This is an optimization exercise on Yosys and OpenROAD, whose aim is small area, a short achievable clock period and few clock cycles per item, not a production implementation.
RTL that was checked went through simulation tests only; none was proved equivalent to the original.
Power figures rest on the tool's default switching activity, not on a simulated workload.

== lane 1 ==
// sio_ctrl
module sio_ctrl (
    input  wire        clk,
    input  wire        rst,           
    input  wire        req_valid,
    output wire        req_ready,
    input  wire [35:0] req_word,      
    output wire        rsp_valid,
    output wire [15:0] rsp_data,
    output wire        rsp_refused,
    output wire [1:0]  rsp_mode,
    output wire [1:0]  rsp_tmode,
    output wire        rsp_sock,
    output wire        ev_valid,
    input  wire        ev_ready,
    output wire [4:0]  ev_kind,
    output wire [47:0] ev_data,
    input  wire        ev_ok,
    input  wire [15:0] ev_rdata
);
Size in the first run: ~980 cells after synthesis, roughly 140 I/O pins.
Settings: LEC_CHECK=0, ABC_AREA=1, CAP_MARGIN=20, CORE_MARGIN=2, CORE_UTILIZATION=40, CTS_CLUSTER_DIAMETER=80, CTS_CLUSTER_SIZE=25, PLACE_DENSITY=0.6, SETUP_SLACK_MARGIN=3.0, SLEW_MARGIN=20, TNS_END_PERCENT=0; clock period 6.0 ns.
standard.sh (not shown) runs the stock make flow with config.mk's settings and CLKGATE_MAP_FILE= SYNTH_SCRIPT=/design/flow/synth_recipe.tcl, a recipe that flattens the netlist after the stock synthesis.
==> flow/flow/run.sh <==
#!/bin/bash
# The standard layout flow, with two changes:
#  1. Port buffers are made from the smallest buffer cell (repair_timing and
#     repair_design upsize them where timing needs it).
#  2. Synthesis runs the standard flow's own script through flow/synth_wrap.tcl, which
#     only swaps the ABC script used to map the logic between flip-flops.
# The whole flow's output goes to standard_flow.log in this folder.
set -euo pipefail
WORK=$(pwd)
export BUFFER_PORTS_ARGS="-buffer_cell sky130_fd_sc_hd__buf_1"
ORIG_SYNTH_SCRIPT=$(grep -o 'SYNTH_SCRIPT=[^ ]*' standard.sh | head -1 | cut -d= -f2- | tr -d "'")
export ORIG_SYNTH_SCRIPT
sed "s#SYNTH_SCRIPT=[^ ]*#SYNTH_SCRIPT=$WORK/flow/synth_wrap.tcl#" standard.sh > standard_wrap.sh
bash standard_wrap.sh > standard_flow.log 2>&1
==> flow/flow/synth_wrap.tcl <==
# Wraps the standard flow's synthesis script (ORIG_SYNTH_SCRIPT) and changes one thing:
# the logic between the flip-flops is mapped with Yosys's default ABC script
# (an area-oriented mapping) instead of ORFS's. The -script, -D and -constr
# arguments of ORFS's abc call are dropped; -liberty and -dont_use are kept.
# Everything before the mapping, the flip-flops included, is unchanged.
proc abc {args} {
  set kept {}
  set skip 0
  foreach x $args {
    if {$skip} { set skip 0; continue }
    if {$x eq "-script" || $x eq "-D" || $x eq "-constr"} { set skip 1; continue }
    lappend kept $x
  }
  yosys abc {*}$kept
}
source $::env(ORIG_SYNTH_SCRIPT)
Lane 1 has completed all stages; timing, DRC and antenna checks passed.
Testbench counts of lane 1, summed over its fixed seeds: cycles 26,843, items 25,959.
The inputs of lane 2 differ from those of lane 1 as listed below.
- SETUP_SLACK_MARGIN: 3.0 -> 3.1
==> flow/flow/run.sh <==
#!/bin/bash
# Standard layout, with the port buffers made from the smallest buffer cell
# (repair_timing and repair_design upsize them where timing needs it).
set -euo pipefail
export BUFFER_PORTS_ARGS="-buffer_cell sky130_fd_sc_hd__buf_1"
bash standard.sh > standard_flow.log 2>&1
removed: flow/flow/synth_wrap.tcl
### Flow results
Critical path data required time delta for lane 2 relative to lane 1: 1.59 ns lower. Run comparison: lane 2 commonest non-fill, non-tap cell in the layout nand2_1; lane 1 commonest non-fill, non-tap cell in the layout edfxtp_1. Category of the critical setup timing path: in2reg -> lane 1, in2out -> lane 2. Complex-gate fraction of the synthesized area: higher on lane 1. met3 wire length went down by more than 10% going from lane 1 to lane 2. Relative to lane 1, clock network area share has decreased by 0.17 points in lane 2.


Starting RTL as in the previous note.
Settings: LEC_CHECK=0, ABC_AREA=1, CAP_MARGIN=20, CORE_MARGIN=2, CORE_UTILIZATION=40, CTS_CLUSTER_DIAMETER=80, CTS_CLUSTER_SIZE=25, PLACE_DENSITY=0.6, SETUP_SLACK_MARGIN=3.0, SLEW_MARGIN=20, TNS_END_PERCENT=0; clock period 6.0 ns.
==> flow/flow/run.sh <==
#!/bin/bash
# Standard layout, with the port buffers made from the smallest buffer cell
# (repair_timing and repair_design upsize them where timing needs it).
set -euo pipefail
export BUFFER_PORTS_ARGS="-buffer_cell sky130_fd_sc_hd__buf_1"
bash standard.sh > standard_flow.log 2>&1
Testbench counts at the start, summed over its fixed seeds: cycles 26,843, items 25,959.
Next try:
==> flow/flow/run.sh (replaced) <==
#!/bin/bash
# Standard layout, with the port buffers made from the smallest buffer cell
# (repair_timing and repair_design upsize them where timing needs it), and
# power recovery (downsizing of gates off the critical paths) after the
# global-route timing repair.
set -euo pipefail
export BUFFER_PORTS_ARGS="-buffer_cell sky130_fd_sc_hd__buf_1"
export RECOVER_POWER=100
bash standard.sh > standard_flow.log 2>&1
--- a/flow/config.mk
+++ b/flow/config.mk
@@ -15,3 +15,2 @@
 export SETUP_SLACK_MARGIN = 3.0
 export SLEW_MARGIN = 20
-export TNS_END_PERCENT = 0
What happened: Synthesized area is unchanged; first-iteration DRC count decreases by 4.1%; register-to-register slack degrades by 0.74 ns; cell area decreases by 0.43%; core utilization decreases by 0.20 points; critical path depth increases by 2; hold slack degrades by 0.0055 ns.
Next try:
==> flow/flow/run.sh (replaced) <==
#!/bin/bash
# The standard layout flow, with two changes:
#  1. Port buffers are made from the smallest buffer cell (repair_timing and
#     repair_design upsize them where timing needs it).
#  2. Clock tree synthesis inserts no dummy loads (the sink clustering is as
#     set in config.mk).
# The whole flow's output goes to standard_flow.log in this folder.
set -euo pipefail
export BUFFER_PORTS_ARGS="-buffer_cell sky130_fd_sc_hd__buf_1"
export CTS_ARGS="-sink_clustering_enable -repair_clock_nets -sink_clustering_size 25 -sink_clustering_max_diameter 80 -dont_use_dummy_load"
bash standard.sh > standard_flow.log 2>&1
--- a/flow/config.mk
+++ b/flow/config.mk
@@ -15,2 +15,3 @@
 export SETUP_SLACK_MARGIN = 3.0
 export SLEW_MARGIN = 20
+export TNS_END_PERCENT = 0
Result: Register-to-register slack is better by 0.75 ns. Combinational power went down by 4.4%. Die area stays the same. Non-clock buffer count decreases by 13. Setup slack gets better by 1.1 ns.
Next try:
==> flow/flow/run.sh (replaced) <==
#!/bin/bash
# Standard layout, with the port buffers made from the smallest buffer cell
# (repair_timing and repair_design upsize them where timing needs it).
set -euo pipefail
export BUFFER_PORTS_ARGS="-buffer_cell sky130_fd_sc_hd__buf_1"
bash standard.sh > standard_flow.log 2>&1
--- a/flow/config.mk
+++ b/flow/config.mk
@@ -15,3 +15,2 @@
 export SETUP_SLACK_MARGIN = 3.0
 export SLEW_MARGIN = 20
-export TNS_END_PERCENT = 0
=>
- The changed run finished with timing, DRC and antenna clean
- core utilization rises by 1.3 points
- design area rises by a few percent
- sequential power stays flat
Next try:
--- a/flow/config.mk
+++ b/flow/config.mk
@@ -10,6 +10,5 @@
 export CORE_MARGIN = 2
 export CORE_UTILIZATION = 40
-export CTS_CLUSTER_DIAMETER = 80
-export CTS_CLUSTER_SIZE = 25
+export CTS_CLUSTER_SIZE = 20
 export PLACE_DENSITY = 0.6
 export SETUP_SLACK_MARGIN = 3.0
Result: The new run produced a clean layout; area after synthesis stays the same; global-route usage grows by 0.18 points; worst setup slack degrades by 0.022 ns; design area grows by about 4%; final cell count grows by about 1.6%; maximum frequency shrinks by about 0.7%; wire length grows by about 1.8%; flip-flop and latch count stays the same; critical path depth is unchanged.


sio_ctrl, a different RTL version from the one above (not shown whole).
Size: ~140 I/O pins, roughly 12000 µm² of cells after synthesis.
==> flow/config.mk <==
export PLATFORM = sky130hd
export DESIGN_NAME = sio_ctrl
export DESIGN_NICKNAME = sio_ctrl
export VERILOG_FILES = /design/flow/design.v
export SDC_FILE = /design/flow/constraint.sdc
export NUM_CORES = 4
export LEC_CHECK = 0
export CAP_MARGIN = 20
export CORE_MARGIN = 2
export CORE_UTILIZATION = 40
export CTS_CLUSTER_SIZE = 20
export PLACE_DENSITY = 0.6
export SETUP_SLACK_MARGIN = 2.5
export SLEW_MARGIN = 20
==> flow/constraint.sdc <==
create_clock -name core_clock -period 6.0 [get_ports {clk}]
set_input_delay 1.2000 -clock core_clock [delete_from_list [all_inputs] [get_ports {clk}]]
set_output_delay 1.2000 -clock core_clock [all_outputs]
set_load 0.01 [all_outputs]
==> flow/flow/run.sh <==
#!/bin/bash
# Standard layout, with the port buffers made from the smallest buffer cell
# (repair_timing and repair_design upsize them where timing needs it).
set -euo pipefail
export BUFFER_PORTS_ARGS="-buffer_cell sky130_fd_sc_hd__buf_1"
bash standard.sh > standard_flow.log 2>&1
The starting point completed without violations.
Testbench counts at the start, summed over its fixed seeds: cycles 26,843, items 25,959.
Then changed:
--- a/flow/config.mk
+++ b/flow/config.mk
@@ -12,3 +12,3 @@
 export PLACE_DENSITY = 0.6
-export SETUP_SLACK_MARGIN = 2.5
+export SETUP_SLACK_MARGIN = 3.5
 export SLEW_MARGIN = 20
The new run ran to the end with no violations.
First-iteration DRC count increases by 28%.
Global-route usage grows by 3.3 points.
Combinational power came out higher by 84%.
Die area stays the same.
Routed wire length rises by 21%.
Setup slack gains 360 ps.
Register-to-register slack improved by 460 ps.


Setup of the previous run:
Another version of the RTL of sio_ctrl (not shown whole).
For scale: about 1300 cells after synthesis, roughly 240 flip-flops, roughly 140 I/O pins.
==> flow/config.mk <==
export PLATFORM = sky130hd
export DESIGN_NAME = sio_ctrl
export DESIGN_NICKNAME = sio_ctrl
export VERILOG_FILES = /design/flow/design.v
export SDC_FILE = /design/flow/constraint.sdc
export NUM_CORES = 4
export LEC_CHECK = 0
export ABC_AREA = 1
export CAP_MARGIN = 20
export CORE_MARGIN = 2
export CORE_UTILIZATION = 40
export CTS_CLUSTER_DIAMETER = 80
export CTS_CLUSTER_SIZE = 25
export PLACE_DENSITY = 0.6
export SETUP_SLACK_MARGIN = 3.1
export SLEW_MARGIN = 20
export TNS_END_PERCENT = 0
==> flow/constraint.sdc <==
create_clock -name core_clock -period 6.0 [get_ports {clk}]
set_input_delay 1.2000 -clock core_clock [delete_from_list [all_inputs] [get_ports {clk}]]
set_output_delay 1.2000 -clock core_clock [all_outputs]
set_load 0.01 [all_outputs]
==> flow/flow/run.sh <==
#!/bin/bash
# The standard layout flow, with two changes:
#  1. Port buffers are made from the smallest buffer cell (repair_timing and
#     repair_design upsize them where timing needs it).
#  2. Clock tree synthesis inserts no dummy loads (the sink clustering is as
#     set in config.mk).
# The whole flow's output goes to standard_flow.log in this folder.
set -euo pipefail
export BUFFER_PORTS_ARGS="-buffer_cell sky130_fd_sc_hd__buf_1"
export CTS_ARGS="-sink_clustering_enable -repair_clock_nets -sink_clustering_size 25 -sink_clustering_max_diameter 80 -dont_use_dummy_load"
bash standard.sh > standard_flow.log 2>&1
--- input diff the previous run..the current run ---
Settings: a change of SETUP_SLACK_MARGIN from 3.1 to 3.0.
==> flow/flow/run.sh <==
#!/bin/bash
# Standard layout, with the port buffers made from the smallest buffer cell
# (repair_timing and repair_design upsize them where timing needs it).
set -euo pipefail
export BUFFER_PORTS_ARGS="-buffer_cell sky130_fd_sc_hd__buf_1"
bash standard.sh > standard_flow.log 2>&1
### Flow results
- The current run was carried through to the last stage, and its layout satisfied the timing, design-rule and antenna checks.
- Compared with the previous run, in the current run signed area change from the synthesized netlist to the final layout up 1.6 points; first-pass GRT wire length lost 820 microns.
- Going from the previous run to the current run, critical path data arrival time dropped 50 ps; register fraction of the total cell area dropped 0.71 points.
No functional check of the RTL was part of any run of this note.


sio_ctrl with an RTL version that a note above also has.
Size: roughly 1,300 cells after synthesis, about 230 flip-flops, ~0.012 mm² of cells after synthesis.
==> flow/config.mk <==
export PLATFORM = sky130hd
export DESIGN_NAME = sio_ctrl
export DESIGN_NICKNAME = sio_ctrl
export VERILOG_FILES = /design/flow/design.v
export SDC_FILE = /design/flow/constraint.sdc
export NUM_CORES = 4
export LEC_CHECK = 0
export ABC_AREA = 1
export CAP_MARGIN = 20
export CORE_MARGIN = 2
export CORE_UTILIZATION = 40
export CTS_CLUSTER_DIAMETER = 80
export CTS_CLUSTER_SIZE = 25
export PLACE_DENSITY = 0.7
export SETUP_SLACK_MARGIN = 3.0
export SLEW_MARGIN = 20
export TNS_END_PERCENT = 0
==> flow/constraint.sdc <==
create_clock -name core_clock -period 6.0 [get_ports {clk}]
set_input_delay 1.2000 -clock core_clock [delete_from_list [all_inputs] [get_ports {clk}]]
set_output_delay 1.2000 -clock core_clock [all_outputs]
set_load 0.01 [all_outputs]
==> flow/flow/run.sh <==
#!/bin/bash
# Standard layout, with the port buffers made from the smallest buffer cell
# (repair_timing and repair_design upsize them where timing needs it).
set -euo pipefail
export BUFFER_PORTS_ARGS="-buffer_cell sky130_fd_sc_hd__buf_1"
bash standard.sh > standard_flow.log 2>&1
The first run completed without violations.
Testbench counts at the start, summed over its fixed seeds: cycles 26,843, items 25,959.
Then changed:
==> flow/flow/run.sh (replaced) <==
#!/bin/bash
# The standard layout flow, with two changes:
#  1. Port buffers are made from the smallest buffer cell (repair_timing and
#     repair_design upsize them where timing needs it).
#  2. Synthesis runs the standard flow's own script through flow/synth_wrap.tcl, which
#     only swaps the ABC script (flow/map.abc) used to map the logic between
#     the flip-flops.
# The whole flow's output goes to standard_flow.log in this folder.
set -euo pipefail
WORK=$(pwd)
export BUFFER_PORTS_ARGS="-buffer_cell sky130_fd_sc_hd__buf_1"
export MAP_ABC="$WORK/flow/map.abc"
ORIG_SYNTH_SCRIPT=$(grep -o 'SYNTH_SCRIPT=[^ ]*' standard.sh | head -1 | cut -d= -f2- | tr -d "'")
export ORIG_SYNTH_SCRIPT
sed "s#SYNTH_SCRIPT=[^ ]*#SYNTH_SCRIPT=$WORK/flow/synth_wrap.tcl#" standard.sh > standard_wrap.sh
bash standard_wrap.sh > standard_flow.log 2>&1
==> flow/flow/map.abc (new file) <==
strash
&get -n
&dch
&nf
&put
topo
==> flow/flow/synth_wrap.tcl (new file) <==
# Wraps the standard flow's synthesis script (ORIG_SYNTH_SCRIPT) and changes one thing:
# the ABC script that maps the logic between the flip-flops is flow/map.abc
# instead of ORFS's (the other abc arguments are kept). Everything before the
# mapping, the flip-flops included, is unchanged.
proc abc {args} {
  set kept {}
  set skip 0
  foreach x $args {
    if {$skip} { set skip 0; continue }
    if {$x eq "-script"} { set skip 1; continue }
    lappend kept $x
  }
  yosys abc -script $::env(MAP_ABC) {*}$kept
}
source $::env(ORIG_SYNTH_SCRIPT)
PLACE_DENSITY = 0.6   (was 0.7)
Count of clock-buffer cells in the layout came out lower by 2.
Design area rises by 1.2%.
Hold slack improved by 0.018 ns.
First-iteration DRC count rises by 14%.
Die area falls by 5.1%.
Combinational power is higher by about 3%.
Clock power is about the same.
Critical path depth climbs by 2.
Then changed:
==> flow/flow/run.sh (replaced) <==
#!/bin/bash
# Standard layout, with the port buffers made from the smallest buffer cell
# (repair_timing and repair_design upsize them where timing needs it).
set -euo pipefail
export BUFFER_PORTS_ARGS="-buffer_cell sky130_fd_sc_hd__buf_1"
bash standard.sh > standard_flow.log 2>&1
CTS_CLUSTER_DIAMETER = 60   (was 80)
CTS_CLUSTER_SIZE = 30   (was 25)
removed: flow/flow/map.abc
removed: flow/flow/synth_wrap.tcl
Final cell count went up by about 17%.
Worst hold slack gets worse by 0.018 ns.
Fmax went down by 1.2%.
Clock skew stays flat.
Area after synthesis went up by 5.5%.
Power went up by 11%.
Core utilization went down by 1.3 points.
Setup slack gets worse by 0.037 ns.
Sequential cell count stays the same.
Die area went up by 5.4%.
Non-clock buffer count went down by 18.
Then changed:
==> flow/flow/run.sh (replaced) <==
#!/bin/bash
# The standard layout flow, with two changes:
#  1. Port buffers are made from the smallest buffer cell (repair_timing and
#     repair_design upsize them where timing needs it).
#  2. Synthesis runs the standard flow's own script through flow/synth_wrap.tcl, which
#     only swaps the ABC script (flow/map.abc) used to map the logic between
#     the flip-flops.
# The whole flow's output goes to standard_flow.log in this folder.
set -euo pipefail
WORK=$(pwd)
export BUFFER_PORTS_ARGS="-buffer_cell sky130_fd_sc_hd__buf_1"
export MAP_ABC="$WORK/flow/map.abc"
ORIG_SYNTH_SCRIPT=$(grep -o 'SYNTH_SCRIPT=[^ ]*' standard.sh | head -1 | cut -d= -f2- | tr -d "'")
export ORIG_SYNTH_SCRIPT
sed "s#SYNTH_SCRIPT=[^ ]*#SYNTH_SCRIPT=$WORK/flow/synth_wrap.tcl#" standard.sh > standard_wrap.sh
bash standard_wrap.sh > standard_flow.log 2>&1
==> flow/flow/map.abc (new file) <==
strash
dch
map -B 0.9
topo
stime -c
dnsize -c
==> flow/flow/synth_wrap.tcl (new file) <==
# Wraps the standard flow's synthesis script (ORIG_SYNTH_SCRIPT) and changes one thing:
# the ABC script that maps the logic between the flip-flops is flow/map.abc
# instead of ORFS's (the other abc arguments are kept). Everything before the
# mapping, the flip-flops included, is unchanged.
proc abc {args} {
  set kept {}
  set skip 0
  foreach x $args {
    if {$skip} { set skip 0; continue }
    if {$x eq "-script"} { set skip 1; continue }
    lappend kept $x
  }
  yosys abc -script $::env(MAP_ABC) {*}$kept
}
source $::env(ORIG_SYNTH_SCRIPT)
CTS_CLUSTER_DIAMETER = 80   (was 60)
CTS_CLUSTER_SIZE = 25   (was 30)
After rerunning:
- final area is lower by 2.0%
- power decreases by 7.9%
- clock power falls by 22%
- critical path depth goes up by 1
Then changed:
==> flow/flow/run.sh (replaced) <==
#!/bin/bash
# Standard layout, with the port buffers made from the smallest buffer cell
# (repair_timing and repair_design upsize them where timing needs it).
set -euo pipefail
export BUFFER_PORTS_ARGS="-buffer_cell sky130_fd_sc_hd__buf_1"
bash standard.sh > standard_flow.log 2>&1
SETUP_SLACK_MARGIN = 2.8   (was 3.0)
removed: flow/flow/map.abc
removed: flow/flow/synth_wrap.tcl
What happened: The changed run ran to the end with no violations; via count is about the same; global-route usage fell by 1.5 points; design area shrinks by 1.3%; hold slack improves by 0.022 ns; first-iteration DRC count rises by about 6.5%; sequential cell count does not change.

[static timing again, ports no longer ideal]
No port has a modelled driver above. Below, the same layouts with a new extraction and two added sets of constraints.
Step 1 assumes that a clkbuf_16 drives the clock port and a buf_2 every other input.
Step 2, shift: input delay + t, output delay - t, t = (earliest + latest rising clock arrival at the registers) / 2. This alone moves slack from input paths to output paths.
Slacks: ideal ports / drivers / drivers and shift; pairs: ideal ports / drivers.
run | t (ns) | setup WS [ns] | hold WS [ns] | worst setup path at the end
lane 1 | 0.548 | 2.837 / 2.804 / 2.291 | 0.458 / 0.458 / 0.458 | input to register
lane 2 | 0.559 | 2.951 / 2.921 / 2.576 | 0.472 / 0.472 / 0.472 | input to register
the first run of note 2 | 0.554 | 2.915 / 2.897 / 2.573 | 0.471 / 0.471 / 0.471 | input to register
the second run of note 2 | 0.554 | 1.804 / 1.832 / 1.277 | 0.466 / 0.466 / 0.466 | input to register
the third run of note 2 | 0.532 | 2.891 / 2.871 / 2.569 | 0.466 / 0.466 / 0.466 | input to register
the fourth run of note 2 | 0.556 | 2.951 / 2.910 / 2.624 | 0.466 / 0.466 / 0.466 | input to register
the fifth run of note 2 | 0.609 | 2.929 / 2.888 / 2.533 | 0.463 / 0.463 / 0.463 | input to register
the first run of note 3 | 0.579 | 2.557 / 2.534 / 2.104 | 0.452 / 0.452 / 0.452 | input to register
the second run of note 3 | 0.603 | 2.921 / 2.873 / 2.540 | 0.480 / 0.480 / 0.480 | input to register
the previous run | 0.529 | 2.804 / 2.759 / 2.457 | 0.462 / 0.462 / 0.462 | input to register
the current run | 0.549 | 2.849 / 2.800 / 2.458 | 0.463 / 0.463 / 0.463 | input to register
the first run of note 5 | 0.546 | 2.837 / 2.791 / 2.398 | 0.468 / 0.468 / 0.468 | input to register
the second run of note 5 | 0.542 | 2.969 / 2.923 / 2.481 | 0.486 / 0.486 / 0.486 | input to register
the third run of note 5 | 0.569 | 2.932 / 2.902 / 2.574 | 0.468 / 0.468 / 0.468 | input to register
the fourth run of note 5 | 0.548 | 2.821 / 2.784 / 2.376 | 0.450 / 0.450 / 0.450 | input to register
the fifth run of note 5 | 0.544 | 2.768 / 2.751 / 2.257 | 0.472 / 0.472 / 0.472 | input to register
After both steps every run listed still meets setup and hold. For lane 1, which loses most, drivers alone change the setup slack by -0.033 ns; drivers and shift together by -0.546 ns.
